Source: an optimization exercise on an open RTL-to-GDS flow (aim: small area). Production flows keep margins and buffers that such runs may drop.
Function was checked by simulation only, so behaviour that the tests miss may differ from the original.
Power and IR drop assume default switching activity.

Setup of job 104:
## mbf_engine
module mbf_engine #(
    parameter NCH   = 3,
    parameter T_IFD = 8      
) (
    input  wire        clk,
    input  wire        rst,
    input  wire        wr_en,
    input  wire [11:0] wr_addr,
    input  wire [31:0] wr_data,
    input  wire        cmd_valid,
    output wire        cmd_ready,
    input  wire [31:0] cmd_word,
    input  wire [15:0] cmd_arg0,
    input  wire [15:0] cmd_arg1,
    output reg         cmd_done,
    output wire [3:0]  cmd_result,
    output wire        cmd_tid_valid,
    output wire [15:0] cmd_tid,
    input  wire        tick,
    input  wire        wm_valid,
    output wire        wm_ready,
    input  wire [15:0] wm_data,
    output wire        tx_valid,
    input  wire        tx_ready,
    output wire [7:0]  tx_data,
    output wire        tx_last,
    output wire [1:0]  tx_ch,
    input  wire        rx_valid,
    input  wire [7:0]  rx_data,
    input  wire        rx_last,
    input  wire        rx_err,
    input  wire        rx_err_io,
    output wire        open_req,
    output wire [1:0]  open_ch,
    output wire        open_kind,
    input  wire        open_ans_valid,
    input  wire [1:0]  open_ans,
    output reg         close_req,
    output wire [1:0]  close_ch,
    output reg         ev_valid,
    output wire [1:0]  ev_ch,
    output wire [3:0]  ev_outcome,
    output wire [15:0] ev_tid,
    output reg         ev_rsp_valid,
    output wire [7:0]  ev_rsp_unit,
    output wire [7:0]  ev_rsp_fc,
    output wire [15:0] ev_rsp_value,
    output wire [7:0]  ev_rsp_exc,
    output wire        busy,
    output reg         overrun,
    output reg         fatal,
    output reg         enable,
    output reg         mbx_valid,
    output wire [5:0]  ch_state
);
Size: ~1900 cells after synthesis, about 0.030 mm² of cells after synthesis.
==> flow/config.mk <==
export PLATFORM = sky130hd
export DESIGN_NAME = mbf_engine
export DESIGN_NICKNAME = mbf_engine
export VERILOG_FILES = /design/flow/design.v
export SDC_FILE = /design/flow/constraint.sdc
export NUM_CORES = 4
export LEC_CHECK = 0
export CAP_MARGIN = 10
export CORE_MARGIN = 2
export CORE_UTILIZATION = 70
export GPL_TIMING_DRIVEN = 0
export PLACE_DENSITY = 0.8
export SLEW_MARGIN = 10
export BUFFER_PORTS_ARGS = -buffer_cell sky130_fd_sc_hd__buf_1
export CTS_ARGS = -sink_clustering_enable -repair_clock_nets -dont_use_dummy_load -buf_list sky130_fd_sc_hd__clkbuf_8 -sink_clustering_size 16 -sink_clustering_max_diameter 60
==> flow/constraint.sdc <==
create_clock -name core_clock -period 10.0 [get_ports {clk}]
set_input_delay 2.0000 -clock core_clock [delete_from_list [all_inputs] [get_ports {clk}]]
set_output_delay 2.0000 -clock core_clock [all_outputs]
set_load 0.01 [all_outputs]
standard.sh (not shown) runs the stock make flow with config.mk's settings and CLKGATE_MAP_FILE= SYNTH_SCRIPT=/design/flow/synth_recipe.tcl, a recipe that flattens the netlist after the stock synthesis.
==> flow/flow/run.sh <==
#!/bin/bash
# Standard ORFS layout (the standard.sh, synthesis unchanged) with two
# layout choices: the port buffers use the smallest buffer, and clock tree
# synthesis uses clkbuf_8 with larger sink clusters and no dummy loads.
set -euo pipefail
cat >> config.mk <<'EOC'
export BUFFER_PORTS_ARGS = -buffer_cell sky130_fd_sc_hd__buf_1
export CTS_ARGS = -sink_clustering_enable -repair_clock_nets -dont_use_dummy_load -buf_list sky130_fd_sc_hd__clkbuf_8 -sink_clustering_size 16 -sink_clustering_max_diameter 60
EOC
bash standard.sh finish > flow_make.log 2>&1
Job 104 ran to completion and came out clean on the timing, design-rule and antenna checks.
### job 104 -> job 102
- CTS_ARGS changed from -sink_clustering_enable -repair_clock_nets -dont_use_dummy_load -buf_list sky130_fd_sc_hd__clkbuf_8 -sink_clustering_size 16 -sink_clustering_max_diameter 60 to -sink_clustering_enable -repair_clock_nets -dont_use_dummy_load -buf_list sky130_fd_sc_hd__clkbuf_4 -sink_clustering_size 10 -sink_clustering_max_diameter 50
==> flow/flow/run.sh <==
#!/bin/bash
# Standard ORFS layout (the standard.sh, synthesis unchanged) with two
# layout choices: the port buffers use the smallest buffer, and clock tree
# synthesis uses clkbuf_4 with larger sink clusters and no dummy loads.
set -euo pipefail
cat >> config.mk <<'EOC'
export BUFFER_PORTS_ARGS = -buffer_cell sky130_fd_sc_hd__buf_1
export CTS_ARGS = -sink_clustering_enable -repair_clock_nets -dont_use_dummy_load -buf_list sky130_fd_sc_hd__clkbuf_4 -sink_clustering_size 10 -sink_clustering_max_diameter 50
EOC
bash standard.sh finish > flow_make.log 2>&1
### Flow results
Diff job 104 -> job 102: detailed-route vias per instance picked up an extra 0.030; sequential fraction of total cell area picked up an extra 0.21 points; total power draw lost 1.2%; fmax lost about 2.6%.
Job 104 leaves more setup margin than job 102.
Between job 102 and job 104, the net switching power is lower for job 104.
Going from job 104 to job 102, post-route minimum period grows by 0.16 ns.
Total of clock buffers placed in the layout (job 102 / job 104): 1.6
Job 102 vs job 104: final standard cell area without fillers down slightly
The part of the power in combinational logic was comparable across job 102 and job 104.
Job 102 gives less worst slew margin relative to its limit than job 104 did.

---

Another version of the RTL of mbf_engine (not shown whole).
For scale: ~2000 cells after synthesis, about 260 I/O pins, ~0.030 mm^2 of cells after synthesis.
clock: 10.0 ns
lec_check: 0
cap_margin: 20
core_margin: 2
core_utilization: 70
gpl_timing_driven: 0
place_density: 0.8
slew_margin: 20
buffer_ports_args: -buffer_cell sky130_fd_sc_hd__buf_1
cts_args: -sink_clustering_enable -repair_clock_nets -dont_use_dummy_load -buf_list sky130_fd_sc_hd__clkbuf_8 -sink_clustering_size 16 -sink_clustering_max_diameter 60
==> flow/flow/run.sh <==
#!/bin/bash
# Standard ORFS layout (the standard.sh, synthesis unchanged) with two
# layout choices: the port buffers use the smallest buffer, and clock tree
# synthesis uses clkbuf_8 with larger sink clusters and no dummy loads.
set -euo pipefail
cat >> config.mk <<'EOC'
export BUFFER_PORTS_ARGS = -buffer_cell sky130_fd_sc_hd__buf_1
export CTS_ARGS = -sink_clustering_enable -repair_clock_nets -dont_use_dummy_load -buf_list sky130_fd_sc_hd__clkbuf_8 -sink_clustering_size 16 -sink_clustering_max_diameter 60
EOC
bash standard.sh finish > flow_make.log 2>&1
==> next run, changes <==
- CORE_UTILIZATION: 70 -> 65
- PLACE_DENSITY: 0.8 -> 0.75
Setup slack improved by 0.10 ns.
Wire length fell by 5.8%.
First-iteration DRC count fell by 17%.
Total power fell by 0.62%.
Cell area rose by 0.32%.
Clock skew fell by 0.026 ns.

---

mbf_engine with an RTL version that a note above also has.
Size: roughly 260 I/O pins, ~30000 sq um of cells after synthesis.
clock: 10.0 ns
lec_check: 0
cap_margin: 10
core_margin: 2
core_utilization: 75
gpl_timing_driven: 0
place_density: 0.85
slew_margin: 10
buffer_ports_args: -buffer_cell sky130_fd_sc_hd__buf_1
cts_args: -sink_clustering_enable -repair_clock_nets -dont_use_dummy_load -buf_list sky130_fd_sc_hd__clkbuf_8 -sink_clustering_size 16 -sink_clustering_max_diameter 60
Scripts as last shown in full above: flow/flow/run.sh
The baseline ran to the end with no violations.
==> next run, changes <==
==> flow/flow/run.sh (replaced) <==
#!/bin/bash
# Standard ORFS layout (the standard.sh, synthesis unchanged) with two
# layout choices: the port buffers use the smallest buffer, and clock tree
# synthesis uses clkbuf_8 with sized sink clusters and no dummy loads.
set -euo pipefail
cat >> config.mk <<'EOC'
export BUFFER_PORTS_ARGS = -buffer_cell sky130_fd_sc_hd__buf_1
export CTS_ARGS = -sink_clustering_enable -repair_clock_nets -dont_use_dummy_load -buf_list sky130_fd_sc_hd__clkbuf_8 -sink_clustering_size 12 -sink_clustering_max_diameter 50
EOC
bash standard.sh finish > flow_make.log 2>&1
- CAP_MARGIN: 10 -> 20
- CTS_ARGS: -sink_clustering_enable -repair_clock_nets -dont_use_dummy_load -buf_list sky130_fd_sc_hd__clkbuf_8 -sink_clustering_size 16 -sink_clustering_max_diameter 60 -> -sink_clustering_enable -repair_clock_nets -dont_use_dummy_load -buf_list sky130_fd_sc_hd__clkbuf_8 -sink_clustering_size 12 -sink_clustering_max_diameter 50
- SLEW_MARGIN: 10 -> 20
Result:
- design area went up by 0.93%
- worst hold slack degrades by 0.015 ns
- power went up by 4.7%
- via count went up by 2.3%
- synthesized area does not change
- setup slack degrades by 0.089 ns
- routed wire length went up by 3.4%
- synthesized cell count stays the same

==> re-timing with driven ports <==
No port has a modelled driver above. Below, the same layouts with a new extraction and two added sets of constraints. Step 1 sets driving cells, clkbuf_16 on the clock port and buf_2 on the other inputs (assumed; they add their load-dependent delay and slew). Step 2, shift: input delay + t, output delay - t, t = (earliest + latest rising clock arrival at the registers) / 2. This alone moves slack from input paths to output paths. Slacks: ideal ports / drivers / drivers and shift; pairs: ideal ports / drivers.
| run | t, ns | slack for setup (ns) | worst register clock-pin slew, ns |
|---|---|---|---|
| job 104 | 0.729 | 3.820 / 3.762 / 4.491 | 0.11 / 0.11 |
| job 102 | 0.894 | 3.656 / 3.601 / 4.496 | 0.12 / 0.12 |
| the first run of note 2 | 0.742 | 2.639 / 2.585 / 3.327 | 0.11 / 0.11 |
| the second run of note 2 | 0.733 | 2.738 / 2.682 / 3.415 | 0.11 / 0.11 |
| the first run of note 3 | 0.748 | 3.893 / 3.834 / 4.582 | 0.11 / 0.11 |
| the second run of note 3 | 0.720 | 3.803 / 3.745 / 4.464 | 0.11 / 0.11 |
After both steps setup and hold are still met in every run listed.
